This is an optimization exercise on Yosys and OpenROAD, whose aim is small area and a short achievable clock period, not a production implementation. No run shown here included a check of the RTL's function; only the layout flow was run. No activity file was given, so power comes from the tool's default toggle rates.

$ cat flow/design.v
module capdec_front (
    input  wire [2:0]   ver,
    input  wire [128:0] cap,
    output wire [5:0]   exp_c,
    output wire         internal,
    output wire [1:0]   ttop,
    output wire         aHi,
    output wire         eb,
    output wire         et,
    output wire         sat,
    output wire         full_win,
    output wire         flip_ok,
    output wire         guard64,
    output wire [8:2]   klt,
    output wire [8:1]   keq,
    output wire [6:0]   kle
);
    wire mw14   = ~ver[2] & ~ver[1];
    wire inv    = ver[2] | (ver[1] & ver[0]);
    wire sext   = ver[2];
    wire sat_en = ver[2] & ver[0];
    wire        ie_bit = mw14 ? cap[90] : cap[94];
    assign      internal = ie_bit ^ inv;
    wire [15:0] bf = mw14 ? {2'b00, cap[77:64]} : cap[79:64];
    wire [13:0] tf = mw14 ? {2'b00, cap[89:78]} : cap[93:80];
    wire [5:0] e6x   = {tf[2:0], bf[2:0]} ^ {6{inv}};
    wire [5:0] e_raw = internal ? e6x : 6'd0;
    wire [5:0] clamp = mw14 ? 6'd52 : 6'd50;
    assign exp_c    = (e_raw > clamp) ? clamp : e_raw;
    assign sat      = sat_en & internal & (e6x >= 6'd51);
    assign full_win = mw14 ? (exp_c > 6'd50) : (exp_c > 6'd48);
    wire [15:0] B   = internal ? {bf[15:3], 3'b000} : bf;
    wire [13:0] Tlo = internal ? {tf[13:3], 3'b000} : tf;
    wire [13:0] b_low = mw14 ? {2'b00, B[11:0]} : B[13:0];
    wire        carry = (Tlo < b_low);
    wire [1:0]  b_top = mw14 ? B[13:12] : B[15:14];
    assign ttop = b_top + {1'b0, carry} + {1'b0, internal};
    wire [63:0] a   = sext ? {{8{cap[55]}}, cap[55:0]} : cap[63:0];
    reg [2:0] a3_14 [0:63];
    reg [2:0] a3_16 [0:63];
    integer n;
    always @* begin
        for (n = 0; n < 64; n = n + 1) begin
            a3_14[n] = (n >= 52) ? {2'b00, a[63]} : {n + 13 <= 63 ? a[n + 13] : 1'b0,
                                                      n + 12 <= 63 ? a[n + 12] : 1'b0, a[n + 11]};
            a3_16[n] = (n >= 50) ? {2'b00, a[63]} : {n + 15 <= 63 ? a[n + 15] : 1'b0,
                                                      n + 14 <= 63 ? a[n + 14] : 1'b0, a[n + 13]};
        end
    end
    wire [2:0] A3 = !internal ? (mw14 ? a[13:11] : a[15:13]) :
                    mw14 ? a3_14[e6x] : a3_16[e6x];
    wire [6:0] k = {1'b0, exp_c} + (mw14 ? 7'd14 : 7'd16);
    genvar g;
    generate
        for (g = 2; g <= 8; g = g + 1) begin : g_klt
            assign klt[g] = (k[6:3] < g);
        end
        for (g = 1; g <= 8; g = g + 1) begin : g_keq
            assign keq[g] = (k[6:3] == g);
        end
        for (g = 0; g <= 6; g = g + 1) begin : g_kle
            assign kle[g] = (k[2:0] <= g);
        end
    endgenerate
    assign flip_ok = inv & (exp_c < 6'd49);
    assign guard64 = ~mw14 & (exp_c == 6'd48);
    wire [2:0] B3 = mw14 ? B[13:11] : B[15:13];
    wire [2:0] T3 = mw14 ? {ttop, Tlo[11]} : {ttop, Tlo[13]};
    wire [2:0] R3 = B3 - 3'd1;
    assign aHi = (A3 < R3);
    wire   tHi = (T3 < R3);
    wire   bz  = (B3 == 3'd0);
    assign eb  = aHi ^ bz;
    assign et  = aHi ^ tHi;
endmodule
module capdec_bounds (
    input  wire [2:0]   ver,
    input  wire [128:0] cap,
    input  wire [5:0]   exp_c,
    input  wire         internal,
    input  wire [1:0]   ttop,
    input  wire         aHi,
    input  wire         eb,
    input  wire         et,
    input  wire         sat,
    input  wire         full_win,
    input  wire         flip_ok,
    input  wire         guard64,
    input  wire [8:2]   klt,
    input  wire [8:1]   keq,
    input  wire [6:0]   kle,
    output wire [63:0]  base,
    output wire [64:0]  limit,
    output wire [63:0]  repb,
    output wire [64:0]  rept
);
    wire mw14 = ~ver[2] & ~ver[1];
    wire sext = ver[2];
    wire [15:0] bf = mw14 ? {2'b00, cap[77:64]} : cap[79:64];
    wire [13:0] tf = mw14 ? {2'b00, cap[89:78]} : cap[93:80];
    wire [15:0] B   = internal ? {bf[15:3], 3'b000} : bf;
    wire [13:0] Tlo = internal ? {tf[13:3], 3'b000} : tf;
    wire [15:0] T   = mw14 ? {2'b00, ttop, Tlo[11:0]} : {ttop, Tlo};
    wire [2:0]  B3  = mw14 ? B[13:11] : B[15:13];
    wire [2:0]  R3  = B3 - 3'd1;
    wire [64:0] hi;
    genvar i;
    generate
        for (i = 0; i <= 64; i = i + 1) begin : g_hi
            if (i < 8)            assign hi[i] = 1'b0;
            else if (i < 16)      assign hi[i] = keq[i >> 3] & ((i & 7) == 7 ? 1'b1 : kle[i & 7]);
            else if ((i & 7) == 7) assign hi[i] = klt[i >> 3] | keq[i >> 3];
            else                  assign hi[i] = klt[i >> 3] | (keq[i >> 3] & kle[i & 7]);
        end
    endgenerate
    wire [63:0] a  = sext ? {{8{cap[55]}}, cap[55:0]} : cap[63:0];
    wire [64:0] ax = {1'b0, a};
    wire [63:0] p = a | ~hi[63:0];
    wire [63:0] q = ~a | ~hi[63:0];
    wire [63:0] pp [0:6];
    wire [63:0] qq [0:6];
    assign pp[0] = p;
    assign qq[0] = q;
    genvar l;
    generate
        for (l = 0; l < 6; l = l + 1) begin : g_lvl
            for (i = 0; i < 64; i = i + 1) begin : g_bit
                if (i & (1 << l)) begin
                    assign pp[l+1][i] = pp[l][i] & pp[l][(i >> l << l) - 1];
                    assign qq[l+1][i] = qq[l][i] & qq[l][(i >> l << l) - 1];
                end else begin
                    assign pp[l+1][i] = pp[l][i];
                    assign qq[l+1][i] = qq[l][i];
                end
            end
        end
    endgenerate
    wire [64:0] c  = {pp[6], 1'b1} & hi;
    wire [64:0] b  = {qq[6], 1'b1} & hi;
    wire [64:0] ah = ax & hi;
    wire [64:0] m  = aHi ? b : c;
    wire [15:0] B16 = mw14 ? {2'b00, B[13:0]} : B;
    wire [64:0] Bs  = {49'd0, B16 & {16{~sat}}} << exp_c;
    wire [64:0] Ts  = {49'd0, T & {16{~sat}}} << exp_c;
    wire [15:0] R16 = mw14 ? {2'b00, R3, 11'd0} : {R3, 13'd0};
    wire [64:0] Rs  = {49'd0, R16 & {16{~full_win}}} << exp_c;
    wire [64:0] base_p  = (ah ^ ({65{eb}} & m)) | Bs;
    wire [64:0] limit_u = ah ^ ({65{et}} & m);
    wire [64:0] limit_p = {limit_u[64] & ~guard64, limit_u[63:0]} | Ts;
    wire cond = base_p[63] ? ~(limit_p[64] ^ limit_p[63]) : limit_p[64];
    wire flip = flip_ok & cond;
    assign base  = base_p[63:0];
    assign limit = {(limit_p[64] ^ flip) | sat, limit_p[63:0]};
    assign repb = ah[63:0] ^ ({64{aHi}} & b[63:0]) | Rs[63:0];
    assign rept = {m[64] | full_win, ah[63:0] ^ ({64{~aHi}} & c[63:0]) | Rs[63:0]};
endmodule
module capdec_core (
    input  wire [2:0]   ver,
    input  wire [128:0] cap,
    input  wire [5:0]   exp_c,
    input  wire         internal,
    input  wire [1:0]   ttop,
    input  wire         aHi,
    input  wire         eb,
    input  wire         et,
    input  wire         sat,
    input  wire         full_win,
    input  wire         flip_ok,
    input  wire         guard64,
    input  wire [8:2]   klt,
    input  wire [8:1]   keq,
    input  wire [6:0]   kle,
    output wire         err,
    output wire         tag,
    output wire [17:0]  perms,
    output wire [18:0]  otype,
    output wire         ie,
    output wire [15:0]  bottom,
    output wire [13:0]  top,
    output wire [7:0]   flags,
    output wire [63:0]  value,
    output wire [63:0]  base,
    output wire [64:0]  limit,
    output wire [5:0]   exponent,
    output wire [63:0]  repb,
    output wire [64:0]  rept
);
    wire mw14 = ~ver[2] & ~ver[1];
    assign err      = ver[2] & ver[1];
    assign tag      = cap[128];
    assign perms    = cap[127:110];
    assign flags    = cap[63:56];
    assign value    = cap[63:0];
    assign otype    = mw14 ? cap[109:91] : {4'd0, cap[109:95]};
    assign ie       = mw14 ? cap[90] : cap[94];
    assign bottom   = mw14 ? {2'd0, cap[77:64]} : cap[79:64];
    assign top      = mw14 ? {2'd0, cap[89:78]} : cap[93:80];
    assign exponent = exp_c;
    capdec_bounds u_bounds (
        .ver(ver), .cap(cap), .exp_c(exp_c), .internal(internal), .ttop(ttop),
        .aHi(aHi), .eb(eb), .et(et), .sat(sat), .full_win(full_win),
        .flip_ok(flip_ok), .guard64(guard64), .klt(klt), .keq(keq), .kle(kle),
        .base(base), .limit(limit), .repb(repb), .rept(rept));
endmodule
module cap_bounds_decoder (
    input  wire         clk,
    input  wire         rst,
    input  wire         in_valid,
    input  wire [2:0]   in_ver,
    input  wire [128:0] in_cap,
    output reg          out_valid,
    output wire         out_err,
    output wire         out_tag,
    output wire [17:0]  out_perms,
    output wire [18:0]  out_otype,
    output wire         out_ie,
    output wire [15:0]  out_bottom,
    output wire [13:0]  out_top,
    output wire [7:0]   out_flags,
    output wire [63:0]  out_value,
    output wire [63:0]  out_base,
    output wire [64:0]  out_limit,
    output wire [5:0]   out_exponent,
    output wire [63:0]  out_repb,
    output wire [64:0]  out_rept
);
    wire [5:0] f_exp;
    wire [1:0] f_ttop;
    wire       f_internal, f_aHi, f_eb, f_et, f_sat, f_full_win, f_flip_ok, f_guard64;
    wire [8:2] f_klt;
    wire [8:1] f_keq;
    wire [6:0] f_kle;
    capdec_front u_front (
        .ver(in_ver), .cap(in_cap), .exp_c(f_exp), .internal(f_internal), .ttop(f_ttop),
        .aHi(f_aHi), .eb(f_eb), .et(f_et), .sat(f_sat), .full_win(f_full_win),
        .flip_ok(f_flip_ok), .guard64(f_guard64), .klt(f_klt), .keq(f_keq), .kle(f_kle));
    reg [2:0]   s1_ver;
    reg [128:0] s1_cap;
    reg [5:0]   s1_exp;
    reg [1:0]   s1_ttop;
    reg         s1_internal, s1_aHi, s1_eb, s1_et, s1_sat, s1_full_win, s1_flip_ok, s1_guard64;
    reg [8:2]   s1_klt;
    reg [8:1]   s1_keq;
    reg [6:0]   s1_kle;
    always @(posedge clk) begin
        if (rst) out_valid <= 1'b0;
        else     out_valid <= in_valid;
        s1_ver      <= in_ver;
        s1_cap      <= in_cap;
        s1_exp      <= f_exp;
        s1_ttop     <= f_ttop;
        s1_internal <= f_internal;
        s1_aHi      <= f_aHi;
        s1_eb       <= f_eb;
        s1_et       <= f_et;
        s1_sat      <= f_sat;
        s1_full_win <= f_full_win;
        s1_flip_ok  <= f_flip_ok;
        s1_guard64  <= f_guard64;
        s1_klt      <= f_klt;
        s1_keq      <= f_keq;
        s1_kle      <= f_kle;
    end
    capdec_core u_core (
        .ver(s1_ver), .cap(s1_cap), .exp_c(s1_exp), .internal(s1_internal), .ttop(s1_ttop),
        .aHi(s1_aHi), .eb(s1_eb), .et(s1_et), .sat(s1_sat), .full_win(s1_full_win),
        .flip_ok(s1_flip_ok), .guard64(s1_guard64), .klt(s1_klt), .keq(s1_keq), .kle(s1_kle),
        .err(out_err), .tag(out_tag), .perms(out_perms), .otype(out_otype), .ie(out_ie),
        .bottom(out_bottom), .top(out_top), .flags(out_flags), .value(out_value),
        .base(out_base), .limit(out_limit), .exponent(out_exponent),
        .repb(out_repb), .rept(out_rept));
endmodule
$ cat flow/flow/run.sh
#!/bin/bash
# Standard ORFS flow (the standard.sh), with two changes in how the
# layout is made; it is still laid out and signed off at the design's clock
# period and constraints:
#  - ports are buffered with plain buf_1 cells,
#  - timing repair up to and including CTS aims at a setup margin of
#    17 ns; later repair (after global routing) at the default margin.
set -uo pipefail
cd "$(dirname "$0")/.."
export BUFFER_PORTS_ARGS="-buffer_cell sky130_fd_sc_hd__buf_1"

SETUP_SLACK_MARGIN=17 bash standard.sh cts > flow_to_cts.log 2>&1 || exit 1
bash standard.sh finish > flow_finish.log 2>&1
$ cat flow/standard.sh
#!/bin/bash
# synth_recipe.tcl (not shown) runs the flow's synth.tcl, then flattens the netlist and writes it again
# the make line also repeats each setting of config.mk as NAME=value (left out here)
make -C /OpenROAD-flow-scripts/flow DESIGN_CONFIG=/design/flow/config.mk WORK_HOME=/design/flow/orfs CLKGATE_MAP_FILE= SYNTH_SCRIPT=/design/flow/synth_recipe.tcl "${@:-finish}"
$ cat flow/config.mk
export PLATFORM = sky130hd
export DESIGN_NAME = cap_bounds_decoder
export DESIGN_NICKNAME = cap_bounds_decoder
export VERILOG_FILES = /design/flow/design.v
export SDC_FILE = /design/flow/constraint.sdc
export NUM_CORES = 4
export LEC_CHECK = 0
export CAP_MARGIN = 20
export CORE_MARGIN = 2
export CORE_UTILIZATION = 40
export SLEW_MARGIN = 20
$ cat flow/constraint.sdc
create_clock -name core_clock -period 26.0 [get_ports {clk}]
set_input_delay 5.2000 -clock core_clock [delete_from_list [all_inputs] [get_ports {clk}]]
set_output_delay 5.2000 -clock core_clock [all_outputs]
set_load 0.01 [all_outputs]
==> flow_metrics.env, run 1 <==
export IMPL_die_area_um2=50300
export IMPL_cp_slowest_cell="o22ai_1"
export IMPL_dp_slack_ns=15.31
export IMPL_met1Wirelength_mm=44.0
export IMPL_crit_required_ns=20.80
export IMPL_tns_ns=0
export IMPL_final_common_cell="buf_1"
export IMPL_drt_initial_drc_count=4081
export IMPL_avgSynthCellArea_um2=6.96
export IMPL_hold_viol=0
export IMPL_wl_met2_mm=50.0
export IMPL_critPathKind="reg2out"
export IMPL_fmax_mhz=107
export IMPL_path_cells="or2_4, nand2_1, inv_1, a21oi_1, ha_1, nor2_1, xnor2_1, a22oi_1, nor2_1, mux2i_1, o22ai_1, nand2_1, o21ai_0, buf_1"
export IMPL_grt_pass1_vias=23000
export IMPL_cp_buffers_inverters=2
export IMPL_antenna_found_initial=3
export IMPL_cp_end_kind="primary output"
export IMPL_htreeDepth=4
export IMPL_vias=25200
export IMPL_vias_per_cell=6.71
export IMPL_hpwl_mm=90.1
export IMPL_totalWireLength_mm=119
export IMPL_synth_distinct_cells=114
export IMPL_numCtsBuffers=17
export IMPL_core_area_um2=47800
export IMPL_first_pass_iters=8
export IMPL_async_reset_ff_share_pct=0
export IMPL_clk_pin_slew_worst_paths_ns=0.09
export IMPL_ir_drop_mv=0.0706
export IMPL_ys_seq_area_share_pct=17.5
export IMPL_globalplace_congestion=1.10
export IMPL_worstPathArrival_ns=4.13
export IMPL_slew_violations=0
export IMPL_grt_max_degree=59
export IMPL_area_delta_synth_final_pct=17.2
export IMPL_drive_above_1_share_pct=12.8
export IMPL_tritoncts="done"
export IMPL_min_period_ns=9.33
export IMPL_fp_dieW_um=224
export IMPL_crit_path_max_fanout=17
export IMPL_dr_wl_met3_mm=14.0
export IMPL_fin_ws_ns=16.67
export IMPL_fillers=4937
export IMPL_initial_core_util_pct=40.6
export IMPL_cts_root_buf="clkbuf_16"
export IMPL_p_leak_nw=8.35
export IMPL_worst_slew_pin_slew_ns=1.18
export IMPL_hp_class="in2reg"
export IMPL_highest_signal_layer="met4"
export IMPL_final_util_pct=47.6
export IMPL_grt_overflow_total=0
export IMPL_grt_util_all_layers_pct=45.4
export IMPL_synth_edff_count=0
export IMPL_ys_ff_latch=170
export IMPL_final_nets=3289
export IMPL_drv_cap=0
export IMPL_setup_violations=0
export IMPL_wire_per_inst_um=31.6
export IMPL_rsz0062_at_grt="no"
export IMPL_io_pins=542
export IMPL_cts_sinks=170
export IMPL_min_period_over_period_pct=35.9
export IMPL_power_density_nw_per_um2=73.3
export IMPL_critPathLaunchType="flip-flop"
export IMPL_syn_cell_area_um2=19400
export IMPL_portBuffers=525
export IMPL_cpPeakStageDelay_ns=0.96
export IMPL_drc=0
export IMPL_ys_warnings_count=5
export IMPL_cp_top_family="compound AO/OA/AOI/OAI gates"
export IMPL_cts_buffer_depth=2
export IMPL_whs_ns=4.79
export IMPL_total_power_mw=1.67
export IMPL_fp_row_count=80
export IMPL_synth_top_flop_cell="dfxtp_1"
export IMPL_die_y_um=224
export IMPL_max_slew_margin_pct=21.1
export IMPL_mostFrequentLayoutCells="buf_1, nand2_1, o21ai_0"
export IMPL_grt_first_pass_wirelength_mm=165
export IMPL_synthCells=2788
export IMPL_ant_nets=0
export IMPL_status="complete, no violations"
## cell usage after synthesis (33+ instances only)
library cell    n  area [µm²]
buf_2          48         240
a21oi_1       150         751
nand2_1       457        1720
a22oi_1        52         390
nand3_1        92         460
xnor2_1       136        1190
dfxtp_1       170        3400
xor2_1         84         736
a22o_1         43         377
nand2b_1       33         206
o22ai_1        87         544
inv_1          62         233
clkbuf_1      116         435
nor3_1         35         175
buf_4         129         968
nor2_1        179         672
buf_1          34         128
mux2i_1        50         500
o21ai_0       232        1160
## logic make-up (layout without fill, tap and decap cells)
group,Yosys count,after routing,synth area share [%]
and+or+nand+nor,979,981,23.3
AOI/OAI and AO/OA,902,904,31.5
buffers and inverters,409,741,11.1
xor gates and xnor gates,220,220,9.92
DFF,170,170,17.5
muxes,79,79,4.78
adders and majority gates,28,28,1.88
other,1,22,0.0193
## report_power, final
part	switching, mW	internal [mW]
Sequential	0.0610	0.285
Clock	0.131	0.155
Combinational	0.709	0.327
Total	0.901	0.768
## through the flow
step | cells | cell area [µm²]
after floorplan | 2803 | 19600
after global placement | 3670 | 20900
after detailed placement | 3670 | 20900
after CTS | 3754 | 22700
after global routing | 3754 | 22700
final | 3760 | 22800
## flip-flops by register name, summed over array words and instances, names as in the netlist, 2 cells and up
signal and count:
s1_cap 129, s1_exp 6, s1_keq 8, s1_kle 7, s1_klt 7, s1_ttop 2, s1_ver 2
## timing repair
action / CTS / global route
hold buffers: 0 / 0
setup endpoints to repair: 234 / 0
buffers inserted: 45 / 0
gates resized for setup: 195 / 0
endpoints found under the hold margin: 0 / 0
## final cells by class
cell class                 instances  area (µm²)  share of cell area (%)
multi-input combinational       2228       14600                    64.4
clock buffer                      17         425                    1.87
tap                              615         769                    3.38
timing repair inverter             1        7.51                  0.0330
clock inverter                    15         204                   0.896
antenna                            6        15.0                  0.0660
timing repair buffer             636        2940                    12.9
inverter                          72         292                    1.28
sequential                       170        3450                    15.2
## routing by layer
layer	vias up	global-route usage (%)
li1	10700	-
met1	12000	56.6
met2	2092	67.4
met3	501	11.4
met4	0	34.1
met5	-	0
## worst paths after layout
kind | endpoint | slack [ns] | from | depth (start not counted)
min | s1_cap[8] | 4.79 | in_cap[8] | 1
max | out_rept[60] | 16.67 | s1_ver[2] | 14
==> run 2: changes to the inputs <==
==> flow/flow/run.sh (replaced) <==
#!/bin/bash
# Standard ORFS flow (the standard.sh), with two changes in how the
# layout is made; it is still laid out and signed off at the design's clock
# period and constraints:
#  - ports are buffered with plain buf_1 cells,
#  - timing repair up to and including CTS aims at a setup margin of
#    18.5 ns; later repair (after global routing) at the default margin.
set -uo pipefail
cd "$(dirname "$0")/.."
export BUFFER_PORTS_ARGS="-buffer_cell sky130_fd_sc_hd__buf_1"

SETUP_SLACK_MARGIN=18.5 bash standard.sh cts > flow_to_cts.log 2>&1 || exit 1
bash standard.sh finish > flow_finish.log 2>&1
==> flow_metrics.env, run 2 <==
export IMPL_syn_cell_area_um2=19400
export IMPL_final_util_pct=63.2
export IMPL_tritoncts="done"
export IMPL_synth_top_area_share_pct=17.5
export IMPL_drive_above_1_share_pct=41.8
export IMPL_grt_util_all_layers_pct=51.5
export IMPL_dp_slack_ns=15.50
export IMPL_ys_warnings_count=5
export IMPL_first_pass_iters=7
export IMPL_antenna_found_initial=6
export IMPL_ys_seq_area_share_pct=17.5
export IMPL_synth_distinct_cells=114
export IMPL_synth_area_mux_share_pct=4.78
export IMPL_drc=0
export IMPL_initial_core_util_pct=40.6
export IMPL_worstPathArrival_ns=3.75
export IMPL_cts_root_buf="clkbuf_16"
export IMPL_ant_nets=0
export IMPL_max_slew_margin_pct=28.0
export IMPL_hold_viol=0
export IMPL_drv_cap=0
export IMPL_async_reset_ff_share_pct=0
export IMPL_cpPeakStageDelay_ns=0.50
export IMPL_synth_adder_area_share_pct=1.88
export IMPL_die_y_um=224
export IMPL_area_delta_synth_final_pct=55.8
export IMPL_yosys_area_share_simple_pct=23.3
export IMPL_synth_top_family_by_area="compound AO/OA/AOI/OAI gates"
export IMPL_fin_ws_ns=17.05
export IMPL_status="complete, no violations"
export IMPL_synth_most_common_cell="nand2_1"
export IMPL_wire_per_inst_um=32.8
export IMPL_crit_path_max_fanout=17
export IMPL_synth_top_cell_by_area="dfxtp_1"
export IMPL_synthCells=2788
export IMPL_reg_top3="s1_cap (129), s1_keq (8)"
export IMPL_clk_pin_slew_worst_paths_ns=0.08
export IMPL_io_pins=542
export IMPL_critPathKind="reg2out"
export IMPL_ir_drop_mv=0.0592
export IMPL_final_nets=3609
export IMPL_worst_slew_pin_slew_ns=1.07
export IMPL_cts_buffer_depth=2
export IMPL_ys_ff_latch=170
export IMPL_critPathLaunchType="flip-flop"
export IMPL_fillers=3999
export IMPL_fmax_mhz=112
export IMPL_vias_per_cell=6.86
export IMPL_rsz0062_at_grt="no"
export IMPL_min_period_over_period_pct=34.4
export IMPL_cts_sinks=170
export IMPL_die_area_um2=50300
export IMPL_htreeDepth=4
export IMPL_setup_violations=0
export IMPL_cp_end_kind="primary output"
export IMPL_grt_first_pass_wirelength_mm=189
export IMPL_grt_max_degree=56
export IMPL_synth_top_flop_cell="dfxtp_1"
export IMPL_cp_top_family="compound AO/OA/AOI/OAI gates"
export IMPL_drt_initial_drc_count=4208
export IMPL_avgSynthCellArea_um2=6.96
export IMPL_crit_required_ns=20.80
export IMPL_hp_class="in2reg"
export IMPL_cp_depth=12
export IMPL_mostFrequentLayoutCells="nand2_1, buf_1, buf_4"
export IMPL_final_common_cell="nand2_1"
export IMPL_largest_register="s1_cap"
export IMPL_yosys_area_share_xor_xnor_pct=9.92
export IMPL_synth_edff_count=0
export IMPL_portBuffers=525
export IMPL_p_leak_nw=12.0
export IMPL_synth_common_cells="nand2_1, o21ai_0, nor2_1"
export IMPL_placed_cell_area_um2=22600
export IMPL_grt_pass1_vias=27000
export IMPL_min_period_ns=8.95
export IMPL_fp_dieW_um=224
export IMPL_hpwl_mm=89.7
export IMPL_synth_area_leaders="dfxtp_1, nand2_1, xnor2_1"
export IMPL_worstHoldPathCells=1
export IMPL_synth_compound_area_share_pct=31.5
export IMPL_grt_overflow_total=0
export IMPL_power_density_nw_per_um2=69.1
export IMPL_globalplace_congestion=1.07
export IMPL_largest_register_ff_count=129
export IMPL_cp_buffers_inverters=2
export IMPL_numCtsBuffers=17
export IMPL_totalWireLength_mm=134
export IMPL_tns_ns=0
export IMPL_core_area_um2=47800
export IMPL_vias=28000
export IMPL_cp_slowest_cell="dfxtp_2"
export IMPL_slew_violations=0
export IMPL_path_cells="o21ai_2, o221ai_1, a2111oi_4, buf_4, nand3_4, a21o_4, or2_4, a221oi_2, nand2_1, xnor2_2, a221o_1, buf_2"
export IMPL_fp_row_count=80
export IMPL_design_area_um2=30300
[run 2: cell counts after synthesis]
Identical to the previous run, type by type.
[run 2: cell type report]
type,instances,area (µm²),area share [%]
well taps,615,769,2.54
clock buffers,18,429,1.42
repair inverters,4,28.8,0.0951
diodes,6,15.0,0.0496
inverters,72,327,1.08
clock inverters,14,156,0.517
flip-flops and latches,170,3510,11.6
repair buffers,954,6730,22.2
multi-input cells,2227,18300,60.5
[run 2: path summary, 6_finish.rpt]
path	end	slack [ns]	start
max	out_limit[37]	17.05	s1_keq[2]
min	s1_cap[110]	4.79	in_cap[110]
[run 2: power breakdown]
part           switching, mW  total, mW  internal, mW
clock                  0.130      0.266         0.136
sequential            0.0704      0.356         0.286
combinational          0.889       1.47         0.579
[run 2: logic make-up after synthesis]
family                   count (synthesis)
AO/OA/AOI/OAI                          902
XOR/XNOR                               220
adder cells (fa/ha/maj)                 28
buffers and inverters                  409
flip-flops                             170
multiplexers                            79
other                                    1
AND/OR/NAND/NOR                        979
[run 2: metal layers]
layer / routed length (µm) / global-route usage (%) / share of wire (%)
met2: 56600 / 77.5 / 42
met1: 46100 / 58.8 / 34
met3: 17700 / 18.3 / 13
met4: 13400 / 41.8 / 10
met5: 8 / 0 / 0.0060
[run 2: stage by stage]
stage / hold WS (ns) / total power [mW] / cells
after CTS: 4.77 / 2.00 / 4073
after floorplan: 5.23 / 1.04 / 2803
final: 4.79 / 2.09 / 4080
after global routing: 4.78 / 2.14 / 4074
after global placement: 5.29 / 1.37 / 3672
after detailed placement: 5.29 / 1.38 / 3672
[run 2: timing repair]
item                                     CTS  global route
hold buffers                               0             0
gates resized for setup                 1042             0
endpoints found under the setup margin   268             0
buffers inserted                         346             0

## separate check: timing with driven ports
No port has a modelled driver above. Below, the same layouts with a new extraction and two added sets of constraints. Step 1, drivers: a clkbuf_16 drives clk and a buf_2 each remaining input, both assumed. Step 2, shift: input delay + t, output delay - t, t = (earliest + latest rising clock arrival at the registers) / 2. This alone moves slack from input paths to output paths. Slacks: no drivers / after step 1 / after step 2; pairs: no drivers / after step 1.
run | t (ns) | slack for setup (ns) | worst register clock-pin slew, ns | cell pins on the clock port's net
run 1 | 0.538 | 16.669 / 16.613 / 16.375 | 0.09 / 0.09 | 1
run 2 | 0.537 | 17.048 / 16.995 / 16.810 | 0.08 / 0.08 | 1
After both steps setup and hold are still met in every run listed. The setup slack of run 1, which loses most, moves by -0.056 ns with the drivers and by -0.294 ns with both steps.
